Context: an optimization exercise on an open-source flow, tuned for a short achievable clock period. The choices shown serve that exercise and are no tape-out recipe. At most, simulation tests tie the RTL to the original design; equivalence was not proved. Power is estimated from default activity; no workload was simulated.

==> flow/design.v (excerpt) <==
module sport_frame_decoder (
    input  wire        clk,
    input  wire        rst,         
    input  wire        in_valid,
    input  wire [7:0]  in_data,
    output wire        frame_valid,
    output wire [71:0] frame_data,
    output wire        evt_valid,
    output wire [3:0]  evt_kind,
    output wire [31:0] evt_value
);
For scale: roughly 630 cells after synthesis, about 78 flip-flops, about 120 I/O pins.
make LEC_CHECK=0 CAP_MARGIN=20 CORE_MARGIN=2 CORE_UTILIZATION=45 SETUP_SLACK_MARGIN=3.2 SLEW_MARGIN=20 SYNTH_HIERARCHICAL=1 finish   # period 6.0 ns
run.sh (not shown) runs the stock make flow with config.mk's settings and CLKGATE_MAP_FILE= SYNTH_SCRIPT=/design/flow/synth_recipe.tcl, a recipe that flattens the netlist after the stock synthesis.
The baseline finished with timing, DRC and antenna clean.
==> next run, changes <==
CORE_UTILIZATION = 40   (was 45)
Sequential share of layout area came out lower by 1.1 points.
Worst hold slack hardly moves.
Routed wire length came out higher by 7.0%.
Design area came out higher by 4.2%.
Combinational power came out higher by about 10%.

---

The RTL this note starts from:
==> flow/design.v <==
module sport_frame_decoder (
    input  wire        clk,
    input  wire        rst,         
    input  wire        in_valid,
    input  wire [7:0]  in_data,
    output wire        frame_valid,
    output wire [71:0] frame_data,
    output wire        evt_valid,
    output wire [3:0]  evt_kind,
    output wire [31:0] evt_value
);
    localparam [7:0] START     = 8'h7E;
    localparam [7:0] ESC       = 8'h7D;
    localparam [7:0] ESC_XOR   = 8'h20;
    localparam [7:0] DEVICE_ID = 8'h1B;
    localparam [7:0] FRAME_TYPE= 8'h10;
    reg       s_idle, s_pay, s_esc;
    reg [3:0] cur;
    reg       p8, e8;
    reg [63:0] fb;
    reg       acc_q;
    reg [3:0] kind_q;
    wire step   = in_valid && !rst;
    wire is_esc = (in_data == ESC);
    wire wr     = step && (s_esc || (s_pay && !is_esc));
    wire [7:0] wdata = s_esc ? (in_data ^ ESC_XOR) : in_data;
    wire [3:0] cur_next = cur + 4'd1;
    always @(posedge clk) begin
        if (rst) begin
            s_idle <= 1'b1;
            s_pay  <= 1'b0;
            s_esc  <= 1'b0;
            cur    <= 4'd0;
            p8     <= 1'b0;
            e8     <= 1'b0;
        end else if (in_valid) begin
            if (s_idle) begin
                if (in_data == START) begin
                    s_idle <= 1'b0;
                    s_pay  <= 1'b1;
                    cur    <= 4'd0;
                end
            end else if (s_pay) begin
                if (is_esc) begin
                    s_pay <= 1'b0;
                    s_esc <= 1'b1;
                    e8    <= p8;
                    p8    <= 1'b0;
                end else begin
                    cur    <= cur_next;
                    s_idle <= p8;
                    s_pay  <= !p8;
                    p8     <= (cur == 4'd7);
                    e8     <= 1'b0;
                end
            end else if (s_esc) begin
                cur    <= cur_next;
                s_idle <= e8;
                s_esc  <= 1'b0;
                s_pay  <= !e8;
                p8     <= (cur == 4'd7);
                e8     <= 1'b0;
            end
        end
    end
    always @(posedge clk) begin
        if (wr)
            fb <= {wdata, fb[63:8]};
    end
    wire [7:0]  device_id    = fb[15:8];
    wire [7:0]  frame_type   = fb[23:16];
    wire [15:0] data_type_id = fb[39:24];
    reg       known;
    reg [3:0] kind;
    always @(*) begin
        known = 1'b1;
        kind  = 4'd0;
        case (data_type_id)
            16'h0600: kind = 4'd0;    
            16'h0800: kind = 4'd1;    
            16'h0210: kind = 4'd2;    
            16'h0910: kind = 4'd3;    
            16'h0200: kind = 4'd4;    
            16'h0840: kind = 4'd5;    
            16'hF101: kind = 4'd6;    
            16'h0400: kind = 4'd7;    
            16'h0410: kind = 4'd8;    
            16'h0100: kind = 4'd9;    
            16'h0820: kind = 4'd10;   
            16'h0420: kind = 4'd11;   
            16'h0830: kind = 4'd12;   
            16'h0430: kind = 4'd13;   
            16'h0440: kind = 4'd14;   
            16'h0110: kind = 4'd15;   
            default:  known = 1'b0;
        endcase
    end
    always @(posedge clk) begin
        if (wr && cur == 4'd7) begin
            acc_q  <= (device_id == DEVICE_ID) && (frame_type == FRAME_TYPE) && known;
            kind_q <= kind;
        end
    end
    localparam integer NA = 102;      
    localparam integer G  = 8;        
    localparam integer ND = (NA + G - 1) / G;
    wire        ep8 = e8 | p8;
    wire        e8n = ~e8;
    wire [3:0]  kv  = acc_q ? kind_q : 4'd0;
    wire [31:0] vv  = acc_q ? fb[63:32] : 32'd0;
    wire [NA-1:0] src = {vv, kv, acc_q, fb, 1'b1};
    wire [NA-1:0] zn  = ~(ep8 ? src : {NA{1'b0}});
    wire [NA-1:0] a_out;
    wire [ND-1:0] cn;
    genvar g, j;
    generate
        for (g = 0; g < ND; g = g + 1) begin : dec
            sfd_dec u_dec (
                .v(in_valid), .r(rst), .d(in_data), .e8n(e8n), .cn(cn[g])
            );
        end
        for (j = 0; j < NA; j = j + 1) begin : bitg
            g_nor2 u_bit (.a(cn[j / G]), .b(zn[j]), .y(a_out[j]));
        end
    endgenerate
    wire       ln;
    wire [7:0] dn;
    sfd_decl u_ldec (
        .v(in_valid), .r(rst), .d(in_data), .e8n(e8n), .en(ep8), .cn(ln)
    );
    generate
        for (j = 0; j < 8; j = j + 1) begin : lastg
            if (j == 5) begin : fl
                g_xnor2 u_x (.a(in_data[j]), .b(e8), .y(dn[j]));
            end else begin : pl
                g_inv u_i (.a(in_data[j]), .y(dn[j]));
            end
            g_nor2 u_bit (.a(ln), .b(dn[j]), .y(frame_data[64 + j]));
        end
    endgenerate
    assign frame_valid       = a_out[0];
    assign frame_data[63:0]  = a_out[64:1];
    assign evt_valid         = a_out[65];
    assign evt_kind          = a_out[69:66];
    assign evt_value         = a_out[101:70];
endmodule
module sfd_dec (
    input  wire       v,
    input  wire       r,
    input  wire [7:0] d,
    input  wire       e8n,
    output wire       cn
);
    wire nlo, nhi, eqlo, eqhi, m, vr;
    g_nand4b u_lo  (.an(d[1]), .b(d[0]), .c(d[2]), .d(d[3]), .y(nlo));
    g_nand4b u_hi  (.an(d[7]), .b(d[4]), .c(d[5]), .d(d[6]), .y(nhi));
    g_inv    u_ilo (.a(nlo), .y(eqlo));
    g_inv    u_ihi (.a(nhi), .y(eqhi));
    g_nand3  u_m   (.a(eqlo), .b(eqhi), .c(e8n), .y(m));
    g_vr2    u_vr  (.v(v), .r(r), .y(vr));
    g_nand2  u_cn  (.a(vr), .b(m), .y(cn));
endmodule
module sfd_decl (
    input  wire       v,
    input  wire       r,
    input  wire [7:0] d,
    input  wire       e8n,
    input  wire       en,
    output wire       cn
);
    wire nlo, nhi, eqlo, eqhi, m, vr;
    g_nand4b u_lo  (.an(d[1]), .b(d[0]), .c(d[2]), .d(d[3]), .y(nlo));
    g_nand4b u_hi  (.an(d[7]), .b(d[4]), .c(d[5]), .d(d[6]), .y(nhi));
    g_inv    u_ilo (.a(nlo), .y(eqlo));
    g_inv    u_ihi (.a(nhi), .y(eqhi));
    g_nand3  u_m   (.a(eqlo), .b(eqhi), .c(e8n), .y(m));
    g_vr     u_vr  (.v(v), .r(r), .en(en), .y(vr));
    g_nand2  u_cn  (.a(vr), .b(m), .y(cn));
endmodule
module g_vr2 (
    input  wire v,
    input  wire r,
    output wire y
);
    assign y = v & ~r;
endmodule
module g_vr (
    input  wire v,
    input  wire r,
    input  wire en,
    output wire y
);
    assign y = v & ~r & en;
endmodule
module g_nand4b (
    input  wire an,
    input  wire b,
    input  wire c,
    input  wire d,
    output wire y
);
    assign y = ~(~an & b & c & d);
endmodule
module g_nand3 (
    input  wire a,
    input  wire b,
    input  wire c,
    output wire y
);
    assign y = ~(a & b & c);
endmodule
module g_nand2 (
    input  wire a,
    input  wire b,
    output wire y
);
    assign y = ~(a & b);
endmodule
module g_nor2 (
    input  wire a,
    input  wire b,
    output wire y
);
    assign y = ~(a | b);
endmodule
module g_inv (
    input  wire a,
    output wire y
);
    assign y = ~a;
endmodule
module g_xnor2 (
    input  wire a,
    input  wire b,
    output wire y
);
    assign y = ~(a ^ b);
endmodule
clock: 6.0 ns
lec_check: 0
cap_margin: 20
core_margin: 2
core_utilization: 45
setup_slack_margin: 3.2
slew_margin: 20
synth_hierarchical: 1
standard.sh (not shown) runs the stock make flow with config.mk's settings and CLKGATE_MAP_FILE= SYNTH_SCRIPT=/design/flow/synth_recipe.tcl, a recipe that flattens the netlist after the stock synthesis.
==> flow/flow/run.sh <==
#!/bin/bash
# Standard layout, with two more rounds of setup repair after global routing
# (flow/grt_repair.tcl).
set -uo pipefail
bash standard.sh POST_GLOBAL_ROUTE_TCL="$PWD/flow/grt_repair.tcl" finish > standard.log 2>&1
==> flow/flow/grt_repair.tcl <==
# Run after global routing (POST_GLOBAL_ROUTE_TCL): two more rounds of setup
# repair on global-route parasitics, with incremental re-routing of the nets
# they change, then the route guides are written again.
for {set k 0} {$k < 2} {incr k} {
  global_route -start_incremental
  estimate_parasitics -global_routing
  repair_timing -setup -setup_margin $::env(SETUP_SLACK_MARGIN) -repair_tns 100 -match_cell_footprint -verbose
  detailed_placement
  global_route -end_incremental
  estimate_parasitics -global_routing
  report_worst_slack
}
write_guides $::env(RESULTS_DIR)/route.guide
Next try:
==> flow/run.sh (new file) <==
#!/bin/bash
# synth_recipe.tcl (not shown) runs the flow's synth.tcl, then flattens the netlist and writes it again
# the make line also repeats each setting of config.mk as NAME=value (left out here)
make -C /OpenROAD-flow-scripts/flow DESIGN_CONFIG=/design/flow/config.mk WORK_HOME=/design/flow/orfs CLKGATE_MAP_FILE= SYNTH_SCRIPT=/design/flow/synth_recipe.tcl finish
SETUP_SLACK_MARGIN = 5   (was 3.2)
removed: flow/flow/run.sh
removed: flow/flow/grt_repair.tcl
removed: flow/standard.sh
Outcome:
- wire length goes up by well over a third
- core utilization goes up by 8.7 points
- sequential power barely changes
- worst setup slack got worse by 0.26 ns
- global-route usage goes up by 5.5 points
- total power goes up by a few percent
- cell area goes up by roughly a tenth
- via count goes up by about a fifth
Next try:
SETUP_SLACK_MARGIN = 3.2   (was 5)
Utilization shrinks by 11 points.
Cell count shrinks by a few percent.
Setup slack gains 0.26 ns.
Synthesized area does not change.
Design area shrinks by roughly a tenth.
Die area does not change.
Critical path depth stays the same.
Clock-buffer cell count grows by 2.
Sequential power barely changes.
First-iteration DRC count shrinks by well over a third.
Next try:
==> flow/flow/run.sh (new file) <==
#!/bin/bash
# Standard layout, with global placement weighting the timing-critical nets
# more heavily than the default.
set -uo pipefail
bash standard.sh GLOBAL_PLACEMENT_ARGS="-timing_driven_net_weight_max 8 -timing_driven_nets_percentage 40" finish > standard.log 2>&1
==> flow/standard.sh (new file) <==
#!/bin/bash
# synth_recipe.tcl (not shown) runs the flow's synth.tcl, then flattens the netlist and writes it again
# the make line also repeats each setting of config.mk as NAME=value (left out here)
make -C /OpenROAD-flow-scripts/flow DESIGN_CONFIG=/design/flow/config.mk WORK_HOME=/design/flow/orfs CLKGATE_MAP_FILE= SYNTH_SCRIPT=/design/flow/synth_recipe.tcl "${@:-finish}"
removed: flow/run.sh
=> Count of clock-buffer cells in the layout is unchanged; final cell count goes up by 2.7%; cell area goes up by 2.4%; synthesized area stays the same; setup slack loses 0.025 ns; first-iteration DRC count is higher by 23%; clock power fell by 11%; die area is unchanged; utilization increases by 1.9 points; combinational power grows by about 10%.

---

## the previous run
RTL: the design.v shown in full above, as it stands there.
clock: 6.0 ns
lec_check: 0
cap_margin: 20
core_margin: 2
core_utilization: 35
setup_slack_margin: 3.2
slew_margin: 20
synth_hierarchical: 1
run.sh (not shown) runs the stock make flow with config.mk's settings and CLKGATE_MAP_FILE= SYNTH_SCRIPT=/design/flow/synth_recipe.tcl, a recipe that flattens the netlist after the stock synthesis.
Stock flow here: none of the scripts above is used.
diff inputs: the previous run => the current run
- CORE_UTILIZATION now 55, was 35
Findings:
The current run never completed; the flow aborted with a tool error in clock tree synthesis.
Comparing post-placement setup slack for the previous run and the current run, the smaller number came from the previous run.
Diff the previous run..the current run | number of enable flip-flop cells after synthesis | unchanged
Min total instance count after detailed placement across the previous run and the current run: the current run

---

// sport_frame_decoder: RTL as listed in full above, without the edits since
clock: 6.0 ns
lec_check: 0
cap_margin: 20
core_area: 2 2 142 82
die_area: 0 0 144 84
setup_slack_margin: 3.2
slew_margin: 20
synth_hierarchical: 1
standard.sh (not shown) runs the stock make flow with config.mk's settings and CLKGATE_MAP_FILE= SYNTH_SCRIPT=/design/flow/synth_recipe.tcl, a recipe that flattens the netlist after the stock synthesis.
==> flow/flow/run.sh <==
#!/bin/bash
# Standard layout, with the pin placement constraints in flow/io.tcl.
set -uo pipefail
bash standard.sh IO_CONSTRAINTS="$PWD/flow/io.tcl" finish > standard.log 2>&1
Other scripts of this flow, unchanged in this note and not shown: flow/flow/io.tcl
The starting point finished clean.
Next try:
Settings changed: PLACE_DENSITY set to 0.85.
Final area goes up by about 0.9%.
Die area does not change.
Register-to-register slack degrades by 40 ps.
Worst hold slack improved by 11 ps.
Utilization rose by 0.69 points.
Critical path depth is unchanged.
Clock skew came out higher by 4.6 ps.
Power goes down by 3.7%.
Via count climbs by about 10%.

---

sport_frame_decoder, a different RTL version from the one above (not shown whole).
Size in the first run: roughly 610 cells after synthesis, ~78 flip-flops, about 120 I/O pins.
Settings: LEC_CHECK=0, CAP_MARGIN=20, CORE_MARGIN=2, CORE_UTILIZATION=45, SETUP_SLACK_MARGIN=3.2, SLEW_MARGIN=20, SYNTH_HIERARCHICAL=1; clock period 6.0 ns.
==> flow/flow/run.sh <==
#!/bin/bash
# Standard layout; setup repair may size, swap pins, clone and remove
# buffers, but does not insert new buffers (SETUP_MOVE_SEQUENCE).
set -uo pipefail
bash standard.sh SETUP_MOVE_SEQUENCE=unbuffer,sizeup,swap,clone finish > standard.log 2>&1
Rerun with:
==> flow/run.sh (new file) <==
#!/bin/bash
# synth_recipe.tcl (not shown) runs the flow's synth.tcl, then flattens the netlist and writes it again
# the make line also repeats each setting of config.mk as NAME=value (left out here)
make -C /OpenROAD-flow-scripts/flow DESIGN_CONFIG=/design/flow/config.mk WORK_HOME=/design/flow/orfs CLKGATE_MAP_FILE= SYNTH_SCRIPT=/design/flow/synth_recipe.tcl finish
removed: flow/flow/run.sh
removed: flow/standard.sh
After rerunning: Power came out higher by 2.2%; area after synthesis is unchanged; synthesized cell count does not change; wire length came out higher by 4.0%; hold slack barely changes.
No functional check of the RTL was part of any run of this note.

[port drivers added, routing unchanged]
How much do the figures lean on ideal ports? The routed layouts below were timed once more, with nothing changed but the port constraints.
Step 1: set_driving_cell puts a clkbuf_16 on clk and a buf_2 on each other input, an assumption about the parent block.
Step 2 times the ports against the registers' clock, not the clock port: input delays grow and output delays shrink by t, the midpoint of the rising clock arrivals with the driver on.
a / b / c = ideal / step 1 / step 2; a / b = the first two.
run | t (ns) | setup slack, ns | worst setup path at the end | slew at the worst register clock pin (ns) | pins driven straight from the clock port
the first run of note 1 | 0.390 | 2.755 / 2.537 / 2.537 | input to output | 0.06 / 0.06 | 1
the second run of note 1 | 0.377 | 2.727 / 2.492 / 2.492 | input to output | 0.06 / 0.06 | 1
the first run of note 2 | 0.388 | 2.711 / 2.602 / 2.602 | input to output | 0.08 / 0.08 | 1
the second run of note 2 | 0.395 | 2.446 / 2.289 / 2.289 | input to output | 0.09 / 0.09 | 1
the third run of note 2 | 0.390 | 2.702 / 2.595 / 2.595 | input to output | 0.08 / 0.08 | 1
the fourth run of note 2 | 0.379 | 2.677 / 2.536 / 2.536 | input to output | 0.08 / 0.08 | 1
the previous run | 0.380 | 2.658 / 2.520 / 2.520 | input to output | 0.06 / 0.06 | 1
the first run of note 4 | 0.382 | 2.650 / 2.499 / 2.499 | input to output | 0.07 / 0.07 | 1
the second run of note 4 | 0.382 | 2.599 / 2.417 / 2.417 | input to output | 0.07 / 0.07 | 1
the first run of note 5 | 0.383 | 2.789 / 2.545 / 2.545 | input to output | 0.06 / 0.06 | 1
the second run of note 5 | 0.385 | 2.711 / 2.495 / 2.495 | input to output | 0.06 / 0.06 | 1
After both steps every run listed still meets setup and hold. For the first run of note 5, which loses most, drivers alone change the setup slack by -0.244 ns; drivers and shift together by -0.244 ns.
